From an optimization exercise on the open Yosys and OpenROAD flow, aimed at small area; shortcuts taken in it are not production practice.
Function was checked by simulation only, so behaviour that the tests miss may differ from the original.

==> inputs of v9 <==
// sio_engine
module sio_engine (
    input  wire        clk,
    input  wire        rst,
    input  wire        rx_valid,
    input  wire        rx_err,
    input  wire [15:0] rx_word,
    output wire        rx_ready,
    output wire        tx_valid,
    output wire [7:0]  tx_byte,
    input  wire        tx_ready,
    output wire        div_valid,
    output wire [15:0] div_value,
    input  wire        mnt_valid,
    input  wire [3:0]  mnt_unit,
    input  wire        mnt_mount,
    input  wire        mnt_fixed,
    input  wire [1:0]  mnt_ssize,
    input  wire        mnt_ro,
    input  wire        mnt_first_valid,
    input  wire        mnt_blk512,
    input  wire [15:0] mnt_scount,
    input  wire [31:0] mnt_base,
    input  wire [31:0] mnt_len,
    output wire        idle,
    output wire        mem_req,
    output wire        mem_we,
    output wire [3:0]  mem_store,
    output wire [31:0] mem_addr,
    output wire [7:0]  mem_wdata,
    input  wire        mem_ack,
    input  wire [7:0]  mem_rdata,
    output wire        buf_en,
    output wire        buf_we,
    output wire [8:0]  buf_addr,
    output wire [7:0]  buf_wdata,
    input  wire [7:0]  buf_rdata
);
    localparam [7:0]  CC_SPEED     = 8'h3F;
    localparam [7:0]  CC_FORMAT_SD = 8'h21;
    localparam [7:0]  CC_FORMAT_ED = 8'h22;
    localparam [7:0]  CC_PERCOM    = 8'h4E;
    localparam [7:0]  CC_FMC       = 8'h4D;
    localparam [7:0]  CC_STATUS    = 8'h53;
    localparam [7:0]  CC_READ      = 8'h52;
    localparam [7:0]  CC_WRITE     = 8'h50;
    localparam [7:0]  CC_WRITE_V   = 8'h57;
    localparam [2:0] H_NONE   = 3'd0;
    localparam [2:0] H_SPEED  = 3'd1;
    localparam [2:0] H_FORMAT = 3'd2;
    localparam [2:0] H_PERCOM = 3'd3;
    localparam [2:0] H_FMC    = 3'd4;
    localparam [2:0] H_STATUS = 3'd5;
    localparam [2:0] H_READ   = 3'd6;
    localparam [2:0] H_WRITE  = 3'd7;
    localparam [1:0] T_ACK = 2'd0;     
    localparam [1:0] T_NAK = 2'd1;     
    localparam [1:0] T_CMP = 2'd2;     
    localparam [1:0] T_ERR = 2'd3;     
    localparam [4:0] S_CLR    = 5'd0;    
    localparam [4:0] S_RX     = 5'd1;    
    localparam [4:0] S_INS    = 5'd2;    
  ...
==> flow/config.mk <==
export PLATFORM = sky130hd
export DESIGN_NAME = sio_engine
export DESIGN_NICKNAME = sio_engine
export VERILOG_FILES = /design/flow/design.v
export SDC_FILE = /design/flow/constraint.sdc
export NUM_CORES = 4
export LEC_CHECK = 0
export CAP_MARGIN = 20
export CORE_MARGIN = 2
export CORE_UTILIZATION = 40
export PLACE_DENSITY = 0.6
export SLEW_MARGIN = 20
==> flow/constraint.sdc <==
create_clock -name core_clock -period 12.0 [get_ports {clk}]
set_input_delay 2.4000 -clock core_clock [delete_from_list [all_inputs] [get_ports {clk}]]
set_output_delay 2.4000 -clock core_clock [all_outputs]
set_load 0.01 [all_outputs]
run.sh (not shown) runs the stock make flow with config.mk's settings and CLKGATE_MAP_FILE= SYNTH_SCRIPT=/design/flow/synth_recipe.tcl, a recipe that flattens the netlist after the stock synthesis.
==> inputs of v37, as changes to v9 <==
--- a/flow/design.v
+++ b/flow/design.v
@@ -79,24 +79,26 @@
         begin
             s       = {1'b0, a} + {1'b0, b};
             cks_add = s[7:0] + {7'd0, s[8]};
         end
     endfunction
-    localparam W = 70;
+    localparam W = 69;
     reg [W-1:0] ring [0:14];
     reg [3:0]   hc;                
     wire [W-1:0] head = ring[14];
-    wire        h_div    = head[69];
-    wire        h_fixed  = head[68];
-    wire [1:0]  h_ss     = head[67:66];
-    wire        h_blk    = head[65];
-    wire        h_fv     = head[64];
+    wire        h_div    = head[68];
+    wire [3:0]  h_code   = head[67:64];
     wire        h_ro     = head[63];
     wire [15:0] h_scount = head[62:47];
     wire [30:0] h_base   = head[46:16];
     wire [15:0] h_m      = head[15:0];
-    wire        h_mnt    = h_fixed | h_ss[1] | h_fv;
+    wire        h_mnt    = |h_code;
+    wire        h_blk    = (h_code[3:2] == 2'd3);
+    wire        h_fixed  = h_blk | h_code[0];
+    wire [1:0]  h_ss     = h_blk ? {1'b0, h_code[0]} : h_code[3:2];
+    wire        h_b256   = (h_code[3:2] == 2'd1) && !h_code[0];
+    wire        h_fv     = h_b256 | h_code[1];
     reg [4:0]  state;
     reg [2:0]  pos;
     reg        sending;        
     reg [1:0]  tcode;
     reg [3:0]  du;             
@@ -107,49 +109,57 @@
     reg        success;
     reg [15:0] sec;
     reg [9:0]  bi;
     reg [7:0]  acc;
     reg [31:0] ma;
-    reg        w_fixed;
-    reg [1:0]  w_ss;
+    reg        w_fixed;        
+    reg [1:0]  w_ss;           
     reg        w_blk;
     reg        w_fv;           
     reg        w_ro;           
     wire here = (hc == du);
-    wire [32:0] md     = {1'b0, mnt_len} - {2'b0, mnt_base};
+    wire [32:0] md     = {1'b0, mnt_len} - {2'b0, 1'b0, mnt_base[30:0]};
     wire        m_b256 = !mnt_fixed && (mnt_ssize == 2'd1);
-    wire [24:0] ma7    = md[31:7];
-    wire [25:0] mb3    = {1'b0, ma7} + 26'd3;
+    wire [24:0] mdec   = md[31:7] - 25'd1;
     reg  [24:0] mq;
     always @(*) begin
         if (m_b256)
-            mq = (ma7 < 25'd3) ? ma7 : mb3[25:1];
+            mq = {1'b0, mdec[24:1]};
         else if (mnt_blk512 || mnt_ssize == 2'd2)
             mq = {2'd0, md[31:9]};
         else if (mnt_ssize == 2'd1)
             mq = {1'd0, md[31:8]};
         else
-            mq = ma7;
+            mq = md[31:7];
     end
-    wire [15:0] m_bound = md[32] ? 16'd0 :
-                          (mq > {9'd0, mnt_scount}) ? mnt_scount : mq[15:0];
+    wire        m_small = m_b256 && (md[31:9] == 23'd0) && (md[8:7] != 2'd3);
+    wire [15:0] m_bound = md[32]          ? 16'd0 :
+                          m_small         ? {15'd0, md[8]} :
+                          (mq[24:16] != 9'd0) ? 16'hFFFF : mq[15:0];
+    wire        m_kb    = !md[32] && (!m_small || md[7]);
+    wire [3:0]  m_code  = !mnt_mount  ? 4'd0 :
+                          mnt_blk512  ? {2'd3, mnt_first_valid, mnt_ssize[0]} :
+                          m_b256      ? {2'd1, m_kb, 1'b0} :
+                                        {mnt_ssize, mnt_first_valid, mnt_fixed};
     wire        b256   = !w_fixed && (w_ss == 2'd1);
     wire        boot   = (sec[15:2] == 14'd0);
-    wire [16:0] qd     = {1'b0, sec} - {16'd0, h_fv};
-    wire [15:0] q      = qd[15:0];
-    wire        in_range = !qd[16] && (q < h_scount);
-    wire        fits   = (q < h_m);
+    wire [16:0] rc     = {1'b0, sec} + {1'b0, ~h_scount} + {16'd0, !h_fv};
+    wire        in_range = !rc[16] && !(h_fv && sec == 16'd0);
+    wire        nb256  = h_b256 && !boot;
+    wire [15:0] qv     = sec - (nb256 ? 16'd3 : {15'd0, h_fv});
+    wire [1:0]  kboot  = (h_m[15:1] != 15'd0) ? 2'd3 : {h_m[0], h_code[1]};
+    wire        fits   = (h_b256 && boot) ? (qv[1:0] < kboot) : (qv < h_m);
     reg  [17:0] mofs;             
     always @(*) begin
-        if (b256)
-            mofs = boot ? {2'd0, q} : ({1'b0, q, 1'b0} - 18'd3);
-        else if (w_blk || w_ss == 2'd2)
-            mofs = {q, 2'b00};
-        else if (w_ss == 2'd1)
-            mofs = {1'b0, q, 1'b0};
+        if (h_b256)
+            mofs = boot ? {2'd0, qv} : {1'b0, qv, 1'b1};
+        else if (h_blk || h_ss == 2'd2)
+            mofs = {qv, 2'b00};
+        else if (h_ss == 2'd1)
+            mofs = {1'b0, qv, 1'b0};
         else
-            mofs = {2'd0, q};
+            mofs = {2'd0, qv};
     end
     wire [24:0] phys_hi = {1'b0, h_base[30:7]} + {7'd0, mofs};
     wire [1:0]  ssz    = (b256 && boot) ? 2'd0 : w_ss;
     wire        last_sz = (bi[6:0] == 7'h7F) &&
                           ((ssz == 2'd0) || (ssz == 2'd1 && bi[7]) || (bi[8:7] == 2'b11));
@@ -256,11 +266,11 @@
     assign buf_we    = b_we;
     assign buf_addr  = bi[8:0];
     assign buf_wdata = b_wdata;
     wire ins = (state == S_CLR) || ((state == S_INS) && here);
     wire set_fast = chk_go && devok && (hdl == H_SPEED) && h_mnt && du != 4'd0;
-    wire [W-1:0] ins_entry = {1'b0, w_fixed, w_ss, w_blk, w_fv, w_ro, sec, ma[30:0], acc, bi[7:0]};
+    wire [W-1:0] ins_entry = {1'b0, w_ss, w_fv, w_fixed, w_ro, sec, ma[30:0], acc, bi[7:0]};
     wire [W-1:0] pass_entry = {h_div | set_fast, head[W-2:0]};
     integer k;
     always @(posedge clk) begin
         ring[0] <= ins ? ins_entry : pass_entry;
         for (k = 1; k < 15; k = k + 1)
@@ -320,17 +330,16 @@
                                 pos <= pos + 3'd1;
                             end
                         end
                     end else if (mnt_valid && pos == 3'd1 && mnt_unit != 4'd0) begin
                         du      <= mnt_unit;
-                        w_fixed <= mnt_mount & mnt_fixed;
-                        w_ss    <= mnt_mount ? mnt_ssize : 2'd0;
-                        w_blk   <= mnt_blk512;
-                        w_fv    <= mnt_mount & mnt_first_valid;
+                        w_fixed <= m_code[0];
+                        w_ss    <= m_code[3:2];
+                        w_fv    <= m_code[1];
                         w_ro    <= mnt_ro;
                         sec     <= mnt_scount;
-                        ma      <= mnt_base;
+                        ma      <= {1'b0, mnt_base[30:0]};
                         acc     <= m_bound[15:8];
                         bi      <= {2'd0, m_bound[7:0]};
                         state   <= S_INS;
                     end
                 end
==> flow/flow/run.sh (new file) <==
#!/bin/bash
# Own layout flow: the standard ORFS flow (standard.sh) with three
# changes made through the environment, nothing else:
#  - synthesis maps the combinational logic with an area-oriented ABC script
#    (flow/abc_map.script in place of ORFS's abc_speed.script).  The rest of
#    the synthesis is the standard one (same Yosys passes, flip-flop mapping,
#    flattening and renaming), so the registers are the standard synthesis's;
#  - the port buffers that global placement inserts are the smallest plain
#    buffer (sky130_fd_sc_hd__buf_1); every input and output port still gets
#    its own buffer;
#  - clock tree synthesis clusters up to 30 sinks within 60 um per leaf
#    buffer and inserts no dummy loads, so the tree needs fewer buffers.
# The make output goes to standard_flow.log; ORFS keeps each tool's own log
# under orfs/logs.
set -euo pipefail
cd "$(dirname "$0")/.."
rm -rf orfs_scripts
cp -r "$FLOW_HOME/scripts" orfs_scripts
cp flow/abc_map.script orfs_scripts/abc_speed.script
export SCRIPTS_DIR="$PWD/orfs_scripts"
export BUFFER_PORTS_ARGS="-buffer_cell sky130_fd_sc_hd__buf_1"
export CTS_ARGS="-sink_clustering_enable -repair_clock_nets -dont_use_dummy_load -sink_clustering_size 30 -sink_clustering_max_diameter 60"
bash ./standard.sh > standard_flow.log 2>&1
==> flow/flow/abc_map.script (new file) <==
&get -n
&st
&synch2
&nf -a
&st
&dch
&nf -a
&st
&dch
&nf -a
&put
topo
stime -c
==> flow/standard.sh (new file) <==
#!/bin/bash
# synth_recipe.tcl (not shown) runs the flow's synth.tcl, then flattens the netlist and writes it again
# the make line also repeats each setting of config.mk as NAME=value (left out here)
make -C /OpenROAD-flow-scripts/flow DESIGN_CONFIG=/design/flow/config.mk WORK_HOME=/design/flow/orfs CLKGATE_MAP_FILE= SYNTH_SCRIPT=/design/flow/synth_recipe.tcl "${@:-finish}"
removed: flow/run.sh
==> inputs of v16, as changes to v9 <==
--- a/flow/design.v
+++ b/flow/design.v
@@ -79,24 +79,26 @@
         begin
             s       = {1'b0, a} + {1'b0, b};
             cks_add = s[7:0] + {7'd0, s[8]};
         end
     endfunction
-    localparam W = 70;
+    localparam W = 69;
     reg [W-1:0] ring [0:14];
     reg [3:0]   hc;                
     wire [W-1:0] head = ring[14];
-    wire        h_div    = head[69];
-    wire        h_fixed  = head[68];
-    wire [1:0]  h_ss     = head[67:66];
-    wire        h_blk    = head[65];
-    wire        h_fv     = head[64];
+    wire        h_div    = head[68];
+    wire [3:0]  h_code   = head[67:64];
     wire        h_ro     = head[63];
     wire [15:0] h_scount = head[62:47];
     wire [30:0] h_base   = head[46:16];
     wire [15:0] h_m      = head[15:0];
-    wire        h_mnt    = h_fixed | h_ss[1] | h_fv;
+    wire        h_mnt    = |h_code;
+    wire        h_blk    = (h_code[3:2] == 2'd3);
+    wire        h_fixed  = h_blk | h_code[0];
+    wire [1:0]  h_ss     = h_blk ? {1'b0, h_code[0]} : h_code[3:2];
+    wire        h_b256   = (h_code[3:2] == 2'd1) && !h_code[0];
+    wire        h_fv     = h_b256 | h_code[1];
     reg [4:0]  state;
     reg [2:0]  pos;
     reg        sending;        
     reg [1:0]  tcode;
     reg [3:0]  du;             
@@ -107,49 +109,57 @@
     reg        success;
     reg [15:0] sec;
     reg [9:0]  bi;
     reg [7:0]  acc;
     reg [31:0] ma;
-    reg        w_fixed;
-    reg [1:0]  w_ss;
+    reg        w_fixed;        
+    reg [1:0]  w_ss;           
     reg        w_blk;
     reg        w_fv;           
     reg        w_ro;           
     wire here = (hc == du);
     wire [32:0] md     = {1'b0, mnt_len} - {2'b0, mnt_base};
     wire        m_b256 = !mnt_fixed && (mnt_ssize == 2'd1);
-    wire [24:0] ma7    = md[31:7];
-    wire [25:0] mb3    = {1'b0, ma7} + 26'd3;
+    wire [24:0] mdec   = md[31:7] - 25'd1;
     reg  [24:0] mq;
     always @(*) begin
         if (m_b256)
-            mq = (ma7 < 25'd3) ? ma7 : mb3[25:1];
+            mq = {1'b0, mdec[24:1]};
         else if (mnt_blk512 || mnt_ssize == 2'd2)
             mq = {2'd0, md[31:9]};
         else if (mnt_ssize == 2'd1)
             mq = {1'd0, md[31:8]};
         else
-            mq = ma7;
+            mq = md[31:7];
     end
-    wire [15:0] m_bound = md[32] ? 16'd0 :
-                          (mq > {9'd0, mnt_scount}) ? mnt_scount : mq[15:0];
+    wire        m_small = m_b256 && (md[31:9] == 23'd0) && (md[8:7] != 2'd3);
+    wire [15:0] m_bound = md[32]          ? 16'd0 :
+                          m_small         ? {15'd0, md[8]} :
+                          (mq[24:16] != 9'd0) ? 16'hFFFF : mq[15:0];
+    wire        m_kb    = !md[32] && (!m_small || md[7]);
+    wire [3:0]  m_code  = !mnt_mount  ? 4'd0 :
+                          mnt_blk512  ? {2'd3, mnt_first_valid, mnt_ssize[0]} :
+                          m_b256      ? {2'd1, m_kb, 1'b0} :
+                                        {mnt_ssize, mnt_first_valid, mnt_fixed};
     wire        b256   = !w_fixed && (w_ss == 2'd1);
     wire        boot   = (sec[15:2] == 14'd0);
-    wire [16:0] qd     = {1'b0, sec} - {16'd0, h_fv};
-    wire [15:0] q      = qd[15:0];
-    wire        in_range = !qd[16] && (q < h_scount);
-    wire        fits   = (q < h_m);
+    wire [16:0] rc     = {1'b0, sec} + {1'b0, ~h_scount} + {16'd0, !h_fv};
+    wire        in_range = !rc[16] && !(h_fv && sec == 16'd0);
+    wire        nb256  = h_b256 && !boot;
+    wire [15:0] qv     = sec - (nb256 ? 16'd3 : {15'd0, h_fv});
+    wire [1:0]  kboot  = (h_m[15:1] != 15'd0) ? 2'd3 : {h_m[0], h_code[1]};
+    wire        fits   = (h_b256 && boot) ? (qv[1:0] < kboot) : (qv < h_m);
     reg  [17:0] mofs;             
     always @(*) begin
-        if (b256)
-            mofs = boot ? {2'd0, q} : ({1'b0, q, 1'b0} - 18'd3);
-        else if (w_blk || w_ss == 2'd2)
-            mofs = {q, 2'b00};
-        else if (w_ss == 2'd1)
-            mofs = {1'b0, q, 1'b0};
+        if (h_b256)
+            mofs = boot ? {2'd0, qv} : {1'b0, qv, 1'b1};
+        else if (h_blk || h_ss == 2'd2)
+            mofs = {qv, 2'b00};
+        else if (h_ss == 2'd1)
+            mofs = {1'b0, qv, 1'b0};
         else
-            mofs = {2'd0, q};
+            mofs = {2'd0, qv};
     end
     wire [24:0] phys_hi = {1'b0, h_base[30:7]} + {7'd0, mofs};
     wire [1:0]  ssz    = (b256 && boot) ? 2'd0 : w_ss;
     wire        last_sz = (bi[6:0] == 7'h7F) &&
                           ((ssz == 2'd0) || (ssz == 2'd1 && bi[7]) || (bi[8:7] == 2'b11));
@@ -256,11 +266,11 @@
     assign buf_we    = b_we;
     assign buf_addr  = bi[8:0];
     assign buf_wdata = b_wdata;
     wire ins = (state == S_CLR) || ((state == S_INS) && here);
     wire set_fast = chk_go && devok && (hdl == H_SPEED) && h_mnt && du != 4'd0;
-    wire [W-1:0] ins_entry = {1'b0, w_fixed, w_ss, w_blk, w_fv, w_ro, sec, ma[30:0], acc, bi[7:0]};
+    wire [W-1:0] ins_entry = {1'b0, w_ss, w_fv, w_fixed, w_ro, sec, ma[30:0], acc, bi[7:0]};
     wire [W-1:0] pass_entry = {h_div | set_fast, head[W-2:0]};
     integer k;
     always @(posedge clk) begin
         ring[0] <= ins ? ins_entry : pass_entry;
         for (k = 1; k < 15; k = k + 1)
@@ -320,14 +330,13 @@
                                 pos <= pos + 3'd1;
                             end
                         end
                     end else if (mnt_valid && pos == 3'd1 && mnt_unit != 4'd0) begin
                         du      <= mnt_unit;
-                        w_fixed <= mnt_mount & mnt_fixed;
-                        w_ss    <= mnt_mount ? mnt_ssize : 2'd0;
-                        w_blk   <= mnt_blk512;
-                        w_fv    <= mnt_mount & mnt_first_valid;
+                        w_fixed <= m_code[0];
+                        w_ss    <= m_code[3:2];
+                        w_fv    <= m_code[1];
                         w_ro    <= mnt_ro;
                         sec     <= mnt_scount;
                         ma      <= mnt_base;
                         acc     <= m_bound[15:8];
                         bi      <= {2'd0, m_bound[7:0]};
Settings changed: CTS_BUF_LIST from default to sky130_fd_sc_hd__clkbuf_4.
==> run summary <==
- In v37 the routed wire length is smaller than in v9, by 6.6%.
- v9 completed without violations. v16 completed with no timing, DRC or antenna violations. v37 produced a clean layout.
- Between v9 and v16, the lower die area is in v16 (gap 3.0%, measured against v16).
- Clock skew: v16 > v37 > v9.
- Flip-flop and latch count is the same in v16 and v37.
- The highest global-route usage belongs to v16, the lowest to v37.
- Between v16 and v9, the lower setup slack is in v9 (gap 1900 ps).
- Against v16, the area after synthesis of v9 is higher by about 3%.
- Worst hold slack, highest first: v9, v37, v16.

what the ideal ports hide:
The flow's constraints put no driver on any port. The routed layouts listed below were extracted and timed again, unchanged, in two steps. Step 1 assumes that a clkbuf_16 drives the clock port and a buf_2 every other input. Step 2 adds t to the input delays and takes it off the output delays; t is the mean of the earliest and latest rising clock arrival at the registers after step 1. Input paths then give back, and output paths get back, about the clock's delay inside the block. Slacks: ideal / step 1 / step 2; pairs: ideal / step 1.
| run | t (ns) | slack for setup (ns) | worst hold slack (ns) | slew at the worst register clock pin (ns) |
|---|---|---|---|---|
| v9 | 0.732 | 2.621 / 2.657 / 1.925 | 0.299 / 0.299 / 0.299 | 0.07 / 0.07 |
| v37 | 0.690 | 4.748 / 4.793 / 4.103 | 0.267 / 0.267 / 0.267 | 0.11 / 0.11 |
| v16 | 1.129 | 4.499 / 4.473 / 4.473 | 0.214 / 0.214 / 0.214 | 0.08 / 0.08 |
After both steps setup and hold are still met in every run listed. The setup slack of v9, which loses most, moves by +0.036 ns with the drivers and by -0.696 ns with both steps.
